What follows belongs to an exercise in optimizing a design on an open flow for small area, a short achievable clock period and few clock cycles per item; a production flow would make more cautious choices.
No functional check of the RTL was part of this run.
Power and IR drop assume default switching activity.

==> flow/design.v <==
module pce_codec (
    input  wire        clk,
    input  wire        rst,         
    input  wire        start,       
    input  wire        mode,        
    input  wire [5:0]  n_in,
    input  wire [5:0]  p_in,
    input  wire [5:0]  l_in,
    input  wire [32:0] data_in,
    output wire        done,        
    output wire [2:0]  err,         
    output wire [5:0]  res,         
    output wire [32:0] data_out
);
    localparam W  = 4;              
    localparam WV = W + 18;         
    localparam ERR_NONE      = 3'd0;
    localparam ERR_DIVERGED  = 3'd2;
    localparam ERR_MALFORMED = 3'd3;
    localparam ERR_PRECOND   = 3'd4;
    localparam S_IDLE = 0;
    localparam S_SCAN = 1;          
    localparam S_MPB  = 2;          
    localparam S_CORR = 3;          
    localparam S_D2   = 4;          
    localparam S_D3   = 5;          
    localparam S_D1   = 6;          
    reg [6:0]  st;
    reg [32:0] R;
    reg [5:0]  n, p, l;
    reg [2:0]  k;
    reg [5:0]  nl;                  
    reg [5:0]  nk;                  
    reg [4:0]  i;                   
    reg [5:0]  rem;                 
    reg [5:0]  cnt;
    reg [3:0]  jq;                  
    reg        qsrc;                
    reg [5:0]  L;                   
    reg        chg;
    reg [2:0]  err_r;
    reg        done_r;
    assign data_out = R;
    assign res      = cnt;
    assign err      = err_r;
    assign done     = done_r;
    function [32:0] rot;            
        input [32:0] v;
        input [5:0]  a;
        reg   [65:0] d;
        begin
            d   = {v, v} >> a;
            rot = d[32:0];
        end
    endfunction
    function [32:0] therm;          
        input [6:0] v;
        integer b;
        begin
            for (b = 0; b < 33; b = b + 1)
                therm[b] = (b < v);
        end
    endfunction
    function [3:0] hj;              
        input [12:0] v;
        reg   [15:0] a;
        reg   [7:0]  b;
        reg   [3:0]  c;
        reg   [1:0]  d;
        begin
            a     = {3'd0, v};
            hj[3] = a[15:8] != 8'd0;
            b     = hj[3] ? a[15:8] : a[7:0];
            hj[2] = b[7:4] != 4'd0;
            c     = hj[2] ? b[7:4] : b[3:0];
            hj[1] = c[3:2] != 2'd0;
            d     = hj[1] ? c[3:2] : c[1:0];
            hj[0] = d[1];
        end
    endfunction
    function [2:0] clog2n;
        input [5:0] v;
        begin
            if      (v <= 6'd1)  clog2n = 3'd0;
            else if (v <= 6'd2)  clog2n = 3'd1;
            else if (v <= 6'd4)  clog2n = 3'd2;
            else if (v <= 6'd8)  clog2n = 3'd3;
            else if (v <= 6'd16) clog2n = 3'd4;
            else if (v <= 6'd32) clog2n = 3'd5;
            else                 clog2n = 3'd6;
        end
    endfunction
    wire [2:0]  k_in     = clog2n(n_in);
    wire [6:0]  lp_in    = {1'b0, l_in} - {1'b0, p_in};
    wire        valid_in = (p_in != 6'd0) && (l_in <= n_in) &&
                           (((n_in == 6'd1)                    && (lp_in == 7'd1)) ||
                            ((n_in == 6'd2)                    && (lp_in == 7'd2)) ||
                            ((n_in >= 6'd3)  && (n_in <= 6'd4))  && (lp_in == 7'd3) ||
                            ((n_in >= 6'd5)  && (n_in <= 6'd8))  && (lp_in == 7'd4) ||
                            ((n_in >= 6'd9)  && (n_in <= 6'd16)) && (lp_in == 7'd5) ||
                            ((n_in >= 6'd17) && (n_in <= 6'd32)) && (lp_in == 7'd6));
    wire [32:0] th_nin   = therm({1'b0, n_in});
    wire [5:0]  nk_in    = n_in - {3'b0, k_in};
    wire        last_in  = |(data_in & ~th_nin & {th_nin[31:0], 1'b1});
    wire [32:0] load     = (data_in & th_nin) |
                           ({33{~mode}} & ~th_nin & {th_nin[31:0], 1'b1});
    wire [45:0] ux  = {R, 13'd0} >> p[4:0];          
    wire [WV-1:0] U = ux[WV-1:0];
    wire        m16 = (k >= 3'd3);
    wire        m17 = (k >= 3'd4);
    wire        m18 = (k >= 3'd5);
    reg [12:0] ok [0:W-1];
    reg [12:0] jv;
    integer o, j, y;
    always @* begin
        for (j = 0; j < 13; j = j + 1)
            jv[j] = (j + 2 <= p);
        for (o = 0; o < W; o = o + 1)
            for (j = 0; j < 13; j = j + 1) begin
                ok[o][j] = jv[j];
                for (y = 12 - j; y <= 18; y = y + 1)
                    if (R[o + y - 12 + j] != U[o + y] &&
                        (y < 16 || (y == 16 && m16) || (y == 17 && m17) || (y == 18 && m18)))
                        ok[o][j] = 1'b0;
            end
    end
    reg [W-1:0] vw;                 
    reg [W-1:0] first;              
    reg [3:0]   jsel;               
    reg         viol;
    always @* begin
        for (o = 0; o < W; o = o + 1)
            vw[o] = (|ok[o]) && !rem[5] && (o <= rem);
        viol = 1'b0;
        for (o = 0; o < W; o = o + 1) begin
            first[o] = vw[o] && !viol;
            viol     = viol | vw[o];
        end
        jsel = 4'd0;
        for (o = 0; o < W; o = o + 1)
            if (first[o]) jsel = jsel | hj(ok[o]);
    end
    wire pass_end = rem[5] || (rem < W);
    reg [32:0] r_adv;
    reg [4:0]  i_adv;
    reg [5:0]  rem_adv;
    always @* begin
        r_adv   = rot(R, W);
        i_adv   = i + W;
        rem_adv = rem - W;
        for (o = 0; o < W; o = o + 1)
            if (first[o]) begin
                r_adv   = rot(R, o);
                i_adv   = i + o;
                rem_adv = rem - o;
            end
    end
    wire [5:0] ga = ({6{st[S_SCAN]}} & (6'd33 - {1'b0, i})) |
                    ({6{st[S_MPB]}}  & L) |
                    ({6{st[S_CORR]}} & ({3'b0, k} + 6'd1)) |
                    ({6{st[S_D2]}}   & {1'b0, i}) |
                    ({6{st[S_D3]}}   & (6'd33 - L));
    wire [32:0] G = rot(R, ga);
    wire [5:0] qc  = qsrc ? L : p - 6'd1 - {2'b0, jq};
    wire [6:0] i_l = {2'b0, i} + {1'b0, l};
    wire [6:0] v1 = st[S_CORR] ? {1'b0, qc} :
                    st[S_D2]   ? {2'b0, i} + 7'd1 : {2'b0, i} + {1'b0, L};
    wire [6:0] v2 = (st[S_CORR] | st[S_D2]) ? {1'b0, p} : {1'b0, l} - {1'b0, L};
    wire [6:0] v3 = st[S_CORR] ? {1'b0, nk} - {2'b0, i} : i_l;
    wire [6:0] v4 = st[S_CORR] ? {1'b0, n} - {2'b0, i} :
                    st[S_D2]   ? {1'b0, n} + 7'd1 : {1'b0, n};
    wire [32:0] t1 = therm(v1);
    wire [32:0] t2 = therm(v2);
    wire [32:0] t3 = therm(v3);
    wire [32:0] t4 = therm(v4);
    wire [32:0] t1e = {t1[31:0], 1'b1} & ~t1;    
    wire [32:0] t4e = {t4[31:0], 1'b1} & ~t4;    
    wire perL = &((R ~^ G) | ~t2);
    wire [32:0] rec = {28'd0, i} << v3[5:0];
    reg  [32:0] corr;
    integer x;
    always @* begin
        for (x = 0; x < 33; x = x + 1) begin
            if (t1[x])       corr[x] = R[x];
            else if (t1e[x]) corr[x] = 1'b1;
            else if (t2[x])  corr[x] = 1'b0;
            else if (t3[x])  corr[x] = G[x];
            else if (t4[x])  corr[x] = rec[x];
            else if (t4e[x]) corr[x] = 1'b0;
            else             corr[x] = R[x];
        end
    end
    wire [32:0] ein    = st[S_D1] ? R : st[S_D2] ? d2n : rep;
    wire [5:0]  en     = n;
    wire [2:0]  ek3    = k;
    wire [32:0] ev     = en[5] ? (ein >> 1) : (ein << ~en[4:0]);
    reg  [4:0]  d_idx;
    always @* begin
        case (ek3)
            3'd2:    d_idx = {3'b0, ev[30:29]};
            3'd3:    d_idx = {2'b0, ev[30:28]};
            3'd4:    d_idx = {1'b0, ev[30:27]};
            default: d_idx = ev[30:26];
        endcase
    end
    wire        d_last = ev[31];
    wire [31:0] mk     = G[31:0] & t2[31:0] & 32'hffff_fffe;
    wire [15:0] h4 = mk[31:16] != 16'd0 ? mk[31:16] : mk[15:0];
    wire [7:0]  h3 = h4[15:8]  != 8'd0  ? h4[15:8]  : h4[7:0];
    wire [3:0]  h2 = h3[7:4]   != 4'd0  ? h3[7:4]   : h3[3:0];
    wire [1:0]  h1 = h2[3:2]   != 2'd0  ? h2[3:2]   : h2[1:0];
    wire [5:0]  qd = {1'b0, mk[31:16] != 16'd0, h4[15:8] != 8'd0,
                      h3[7:4] != 4'd0, h2[3:2] != 2'd0, h1[1]};
    wire        found  = |mk;
    wire        q1now  = mk[1] && (mk[31:2] == 30'd0);
    wire [5:0]  cnt1   = cnt + 6'd1;
    reg  [32:0] up;
    always @* begin
        case (k)
            3'd2:    up = {R[29:0], 3'b0};
            3'd3:    up = {R[28:0], 4'b0};
            3'd4:    up = {R[27:0], 5'b0};
            default: up = {R[26:0], 6'b0};
        endcase
    end
    wire        idxbad = ({1'b0, i} > nl);
    reg [32:0] rep, d2n;
    always @* begin
        for (x = 0; x < 33; x = x + 1) begin
            rep[x]  = (!t1[x] && t3[x]) ? G[x] : R[x];
            d2n[x]  = (!t3[x] && t4[x]) ? up[x] :
                      (q1now && !t1[x] && t3[x]) ? G[0] : R[x];
        end
    end
    always @(posedge clk) begin
        if (rst) begin
            st     <= 7'd1 << S_IDLE;
            done_r <= 1'b0;
        end else begin
            done_r <= 1'b0;
            case (1'b1)
                st[S_IDLE]: begin
                    if (start) begin
                        R    <= load;
                        n    <= n_in;
                        p    <= p_in;
                        l    <= l_in;
                        k    <= k_in;
                        nl   <= n_in + 6'd1 - l_in;
                        nk   <= nk_in;
                        i    <= 5'd0;
                        rem  <= n_in + 6'd1 - l_in;
                        cnt  <= 6'd0;
                        chg  <= 1'b0;
                        if (!valid_in) begin
                            done_r <= 1'b1;
                            err_r  <= ERR_PRECOND;
                        end else if (mode && last_in) begin
                            done_r <= 1'b1;
                            err_r  <= ERR_NONE;
                        end else begin
                            st <= mode ? 7'd1 << S_D1 : 7'd1 << S_SCAN;
                        end
                    end
                end
                st[S_D1]: begin
                    i  <= d_idx;
                    st <= 7'd1 << S_D2;
                end
                st[S_SCAN]: begin
                    R    <= (pass_end && !viol) ? G : r_adv;    
                    jq   <= jsel;
                    qsrc <= 1'b0;
                    L    <= 6'd1;
                    if (viol) begin
                        i    <= i_adv;
                        rem  <= rem_adv;
                        st   <= (p >= 6'd15) ? 7'd1 << S_MPB : 7'd1 << S_CORR;
                    end else if (pass_end) begin
                        if (chg) begin
                            i   <= 5'd0;
                            rem <= nl;
                            chg <= 1'b0;
                        end else begin
                            st     <= 7'd1 << S_IDLE;
                            done_r <= 1'b1;
                            err_r  <= ERR_NONE;
                        end
                    end else begin
                        i   <= i_adv;
                        rem <= rem_adv;
                    end
                end
                st[S_MPB]: begin
                    if (perL) begin
                        qsrc <= 1'b1;
                        st   <= 7'd1 << S_CORR;
                    end else if (L == p - 6'd14) begin
                        st   <= 7'd1 << S_CORR;
                    end else begin
                        L    <= L + 6'd1;
                    end
                end
                st[S_CORR]: begin
                    R   <= {corr[0], corr[32:1]};
                    cnt <= cnt + 6'd1;
                    chg <= 1'b1;
                    i   <= i + 5'd1;
                    rem <= rem - 6'd1;
                    if (cnt == n) begin
                        st     <= 7'd1 << S_IDLE;
                        done_r <= 1'b1;
                        err_r  <= ERR_DIVERGED;
                    end else begin
                        st  <= 7'd1 << S_SCAN;
                    end
                end
                st[S_D2]: begin
                    L   <= qd;
                    cnt <= cnt1;
                    if (idxbad || !found) begin
                        R      <= d2n;
                        st     <= 7'd1 << S_IDLE;
                        done_r <= 1'b1;
                        err_r  <= ERR_MALFORMED;
                    end else if (q1now) begin
                        R <= d2n & {1'b0, t4[32:1]};
                        i <= d_idx;
                        if (d_last) begin
                            st     <= 7'd1 << S_IDLE;
                            done_r <= 1'b1;
                            err_r  <= ERR_NONE;
                        end else if (cnt1 == n) begin
                            st     <= 7'd1 << S_IDLE;
                            done_r <= 1'b1;
                            err_r  <= ERR_MALFORMED;
                        end
                    end else begin
                        R   <= d2n;
                        st  <= 7'd1 << S_D3;
                    end
                end
                st[S_D3]: begin
                    L <= {L[4:0], 1'b0};
                    if ({L, 1'b0} >= {1'b0, l}) begin
                        R <= rep & t4;
                        i <= d_idx;
                        if (d_last) begin
                            st     <= 7'd1 << S_IDLE;
                            done_r <= 1'b1;
                            err_r  <= ERR_NONE;
                        end else if (cnt == n) begin
                            st     <= 7'd1 << S_IDLE;
                            done_r <= 1'b1;
                            err_r  <= ERR_MALFORMED;
                        end else begin
                            st     <= 7'd1 << S_D2;
                        end
                    end else begin
                        R <= rep;
                    end
                end
                default: st <= 7'd1 << S_IDLE;
            endcase
        end
    end
endmodule
==> flow/flow/run.sh <==
#!/bin/bash
# Layout flow: the standard flow (standard.sh), with ORFS's timing repair
# asked to leave a setup margin of 7 ns instead of the default, so that the
# repair sizes and buffers the critical paths. The clock and the constraints
# are the standard flow's own.
set -euo pipefail
bash standard.sh SETUP_SLACK_MARGIN=7 finish > standard.log 2>&1
==> flow/standard.sh <==
#!/bin/bash
# synth_recipe.tcl (not shown) runs the flow's synth.tcl, then flattens the netlist and writes it again
# the make line also repeats each setting of config.mk as NAME=value (left out here)
make -C /OpenROAD-flow-scripts/flow DESIGN_CONFIG=/design/flow/config.mk WORK_HOME=/design/flow/orfs CLKGATE_MAP_FILE= SYNTH_SCRIPT=/design/flow/synth_recipe.tcl "${@:-finish}"
==> flow/config.mk <==
export PLATFORM = sky130hd
export DESIGN_NAME = pce_codec
export DESIGN_NICKNAME = pce_codec
export VERILOG_FILES = /design/flow/design.v
export SDC_FILE = /design/flow/constraint.sdc
export NUM_CORES = 4
export LEC_CHECK = 0
export ABC_AREA = 1
export CAP_MARGIN = 20
export CORE_MARGIN = 2
export CORE_UTILIZATION = 25
export PLACE_DENSITY = 0.5
export SLEW_MARGIN = 20
==> flow/constraint.sdc <==
create_clock -name core_clock -period 13.0 [get_ports {clk}]
set_input_delay 2.6000 -clock core_clock [delete_from_list [all_inputs] [get_ports {clk}]]
set_output_delay 2.6000 -clock core_clock [all_outputs]
set_load 0.01 [all_outputs]
==> out/qor.txt <==
vias per cell = 6.25
TritonCTS clock tree = built
initial antenna violation count = 12
placed cell areas = 32000 um^2
FF-to-FF setup slack = 6.84 ns
die area = 122000 um^2
final net count = 5552
clock share of power = 0.137
WP buf/inv = 6
Tmin final = 6.16 ns
sequential share of power = 0.164
Synth Area per Inst = 5.63 um^2
ys flop type = edfxtp_1
arrival time worst endpoint = 6.24 ns
FF-to-FF Start = R[9]
Yosys warning total = 2
drt wl/cell = 33.3 um
vias in the first global route = 38500
post-route cell area = 37000 um^2
Post-Place Cells = 6712
clk root buf = clkbuf_16
final core utilization = 0.314
GRT busiest layer = met2
Worst Skew = 0.0251 ns
H-tree depth = 3
number of flops mapped to enable cells by yosys = 98
die width = 349 um
CP startpoint kind = register
IO Count = 98
Initial Utilization = 0.252
Max FO, Critical Path = 15
FP Rows = 126
status = no timing/DRC/antenna violations
Worst R2R Path Depth = 28
Remaining DRCs = 0
Worst-path clk slew = 0.10 ns
Hold Path Class = register to register
vias after detailed routing = 43400
Slew Limit Headroom = 0.0907
GR Util met2 = 0.507
Achievable Freq = 0.162 GHz
Crit path depth = 28
Post-Route WL = 231000 um
RSZ-0062 raised after global routing = true
Yosys reg bits = 106
first-pass GRT wire length = 308000 um
Overall Power = 2.56 mW
Async SR Flop Fraction = 0
Die Ht = 349 um
synthesized area = 29700 um^2
Worst Path Class, Setup = register to register
Switch Pwr = 1.49 mW
Mapped Cells = 5276
max capacitance violation total = 0
fillers = 13400
antenna-violating nets left = 0
Worst Slack Setup Final = 6.84 ns
worst path required time = 13.08 ns
reg2reg end = jq[0]
Crit path max-delay family = simple AND/OR/NAND/NOR gates
Port Buffers = 97
gr ovfl total = 0
fin cells = 6941
most common cell type on the critical path = nand2_1
GR Util All Layers = 0.355
commonest non-fill, non-tap cell in the layout = nand2_1
share of layout cells above drive strength 1 = 0.168
Comb pwr share = 0.698
hold slack = 0.577 ns
detailed placer's ending HPWL = 167000 um
Slowest Stage Delay on Critical Path = 0.52 ns
PD cells = 69.2 nW/um^2
hold path endpoint = st[5]
Final Hold Viols = 0
Placer Congestion = 1.11
largest net degree at the start of global routing = 64
worst hold stages = 2
met3 GRT Util = 0.0998
met1 capacity usage during global routing = 0.461
DR iter-0 viols = 6883
Int Pwr = 1.07 mW
Post-Place Setup Slack = 3.79 ns
sw frac = 0.581
slowest CP cell = nor2_1
Worst-Skew Late Latency = 0.42 ns
Sink Count = 106
max-slew violations = 0
setup TNS = 0 ns
Core ar. = 118000 um^2
Least-Margin Pin Slew = 1.36 ns
Setup crit end kind = register
DR pass1 iterations = 8
Hold Path Origin = st[5]
area grow syn2layout = 24.5%
Leak = 15.8 nW
final setup fails = 0
commonest non-fill, non-tap cells in the layout = nand2_1 (1297), nand3_1 (588), inv_1 (452), nor2_1 (335), o21ai_0 (325)
CTS Hold Bufs = 0
VDD IR max = 0.0531 mV
CTS buffer count = 9
clock buffer depth = 2
synth unique cells = 82
Final period util = 0.474
syn_nets = 5432
register area share after synthesis = 0.104
## layer usage
layer,part of all wire,wire length (um)
met5,0.00031,71
met4,0.088,20400
met3,0.13,30200
met2,0.39,91300
met1,0.39,89300
## cells by family (layout without fill, tap and decap cells)
family | Yosys count | count (layout) | synth area share
and+or+nand+nor | 2729 | 2732 | 0.402
AOI/OAI and AO/OA | 1240 | 1242 | 0.258
buffers and inverters | 887 | 1007 | 0.127
xor gates and xnor gates | 194 | 194 | 0.0575
DFF | 106 | 106 | 0.104
adders and majority gates | 101 | 101 | 0.0448
muxes | 19 | 19 | 0.00640
other | 0 | 4 | 0
## state kept, by name, indices dropped and copies added (netlist names), 5 cells and up
name,cells
L,6
R,33
cnt,6
i,5
l,6
n,6
nk,6
nl,6
p,6
rem,6
st,7
## power by group through the flow
stage / clock [mW] / combinational, mW / sequential [mW]
6_report: 0.351 / 1.79 / 0.421
5_1_grt: 0.359 / 1.85 / 0.422
4_1_cts: 0.350 / 1.58 / 0.421
3_5_place_dp: 0 / 1.51 / 0.433
3_3_place_gp: 0 / 1.52 / 0.433
2_1_floorplan: 0 / 0.909 / 0.422
## final cells by class
type | count | area, um^2 | share of cell area
Sequential cell | 106 | 3120 | 0.0843
Clock buffer | 10 | 229 | 0.00619
Timing Repair Buffer | 441 | 4390 | 0.119
Multi-Input combinational cell | 4288 | 24900 | 0.674
Tap cell | 1536 | 1920 | 0.0520
Timing Repair inverter | 3 | 25.0 | 0.000677
Clock inverter | 6 | 97.6 | 0.00264
Antenna cell | 4 | 10.0 | 0.000271
Inverter | 547 | 2260 | 0.0610
## worst max path at each step
stage                from     to  slack, ns
floorplan             rst   k[0]       7.42
global placement    st[3]   R[9]       3.88
detailed placement   i[1]  R[14]       3.79
CTS                  l[2]   i[1]       7.00
global route         R[9]  jq[0]       6.92
finish               R[9]  jq[0]       6.84
## synthesized netlist by cell type, types with 10 or more instances
master / instances / area share
nor4_1: 16 / 0.0034
a22oi_1: 11 / 0.0028
o21ai_1: 72 / 0.012
buf_6: 17 / 0.0064
o211ai_1: 150 / 0.038
inv_2: 46 / 0.0058
nand3b_1: 12 / 0.0030
buf_1: 28 / 0.0035
inv_1: 485 / 0.061
buf_2: 99 / 0.017
nor2_4: 12 / 0.0045
o21bai_1: 16 / 0.0040
nand2_1: 1390 / 0.18
nand4_1: 73 / 0.015
mux2i_1: 19 / 0.0064
clkbuf_1: 155 / 0.020
o21ai_0: 370 / 0.062
o311ai_0: 10 / 0.0029
a21oi_1: 280 / 0.047
buf_4: 36 / 0.0091
nor3_1: 52 / 0.0088
nor2_2: 13 / 0.0027
xnor2_1: 21 / 0.0062
o21a_1: 11 / 0.0028
nand2_2: 14 / 0.0029
o221ai_1: 29 / 0.0086
o2111ai_1: 55 / 0.016
xor2_1: 172 / 0.051
nand3_2: 35 / 0.012
o22ai_1: 67 / 0.014
nor2_1: 403 / 0.051
ha_1: 92 / 0.039
nand3_1: 674 / 0.11
o31ai_1: 17 / 0.0043
a211oi_1: 24 / 0.0061
clkinv_1: 13 / 0.0016
a221oi_1: 29 / 0.0086
edfxtp_1: 98 / 0.099
a31oi_1: 31 / 0.0065
## tightest hold or removal path, delay by kind of cell (launching register included)
kind,cells,cell delay [ns]
flip-flops,1,0.40
AND/OR/NAND/NOR,1,0.09
AO/OA/AOI/OAI,1,0.05
## repair_timing
| item | in CTS | in global routing |
|---|---|---|
| cloned | 9 | 18 |
| endpoints found under the setup margin | 94 | 81 |
| pin swaps | 19 | 84 |
| buffers inserted | 79 | 103 |
| resized for setup | 293 | 426 |

-- separate check: timing with driven ports --
No port has a modelled driver above. Below, the same layout with a new extraction and two added sets of constraints.
Step 1 sets driving cells, clkbuf_16 on the clock port and buf_2 on the other inputs (assumed; they add their load-dependent delay and slew).
Step 2 also shifts input and output timing later by t, the mid clock arrival at the registers, as if the neighbouring blocks saw the same clock.
Three values: ideal ports, drivers, drivers and shift; two values: the first two.
t, ns: 0.469
setup WS [ns]: 6.844 / 6.844 / 6.825
worst data-port slew with drivers (ns): 0.05
After both steps setup and hold are still met in this run. For this run, drivers alone change the setup slack by 0.000 ns; drivers and shift together by -0.019 ns.
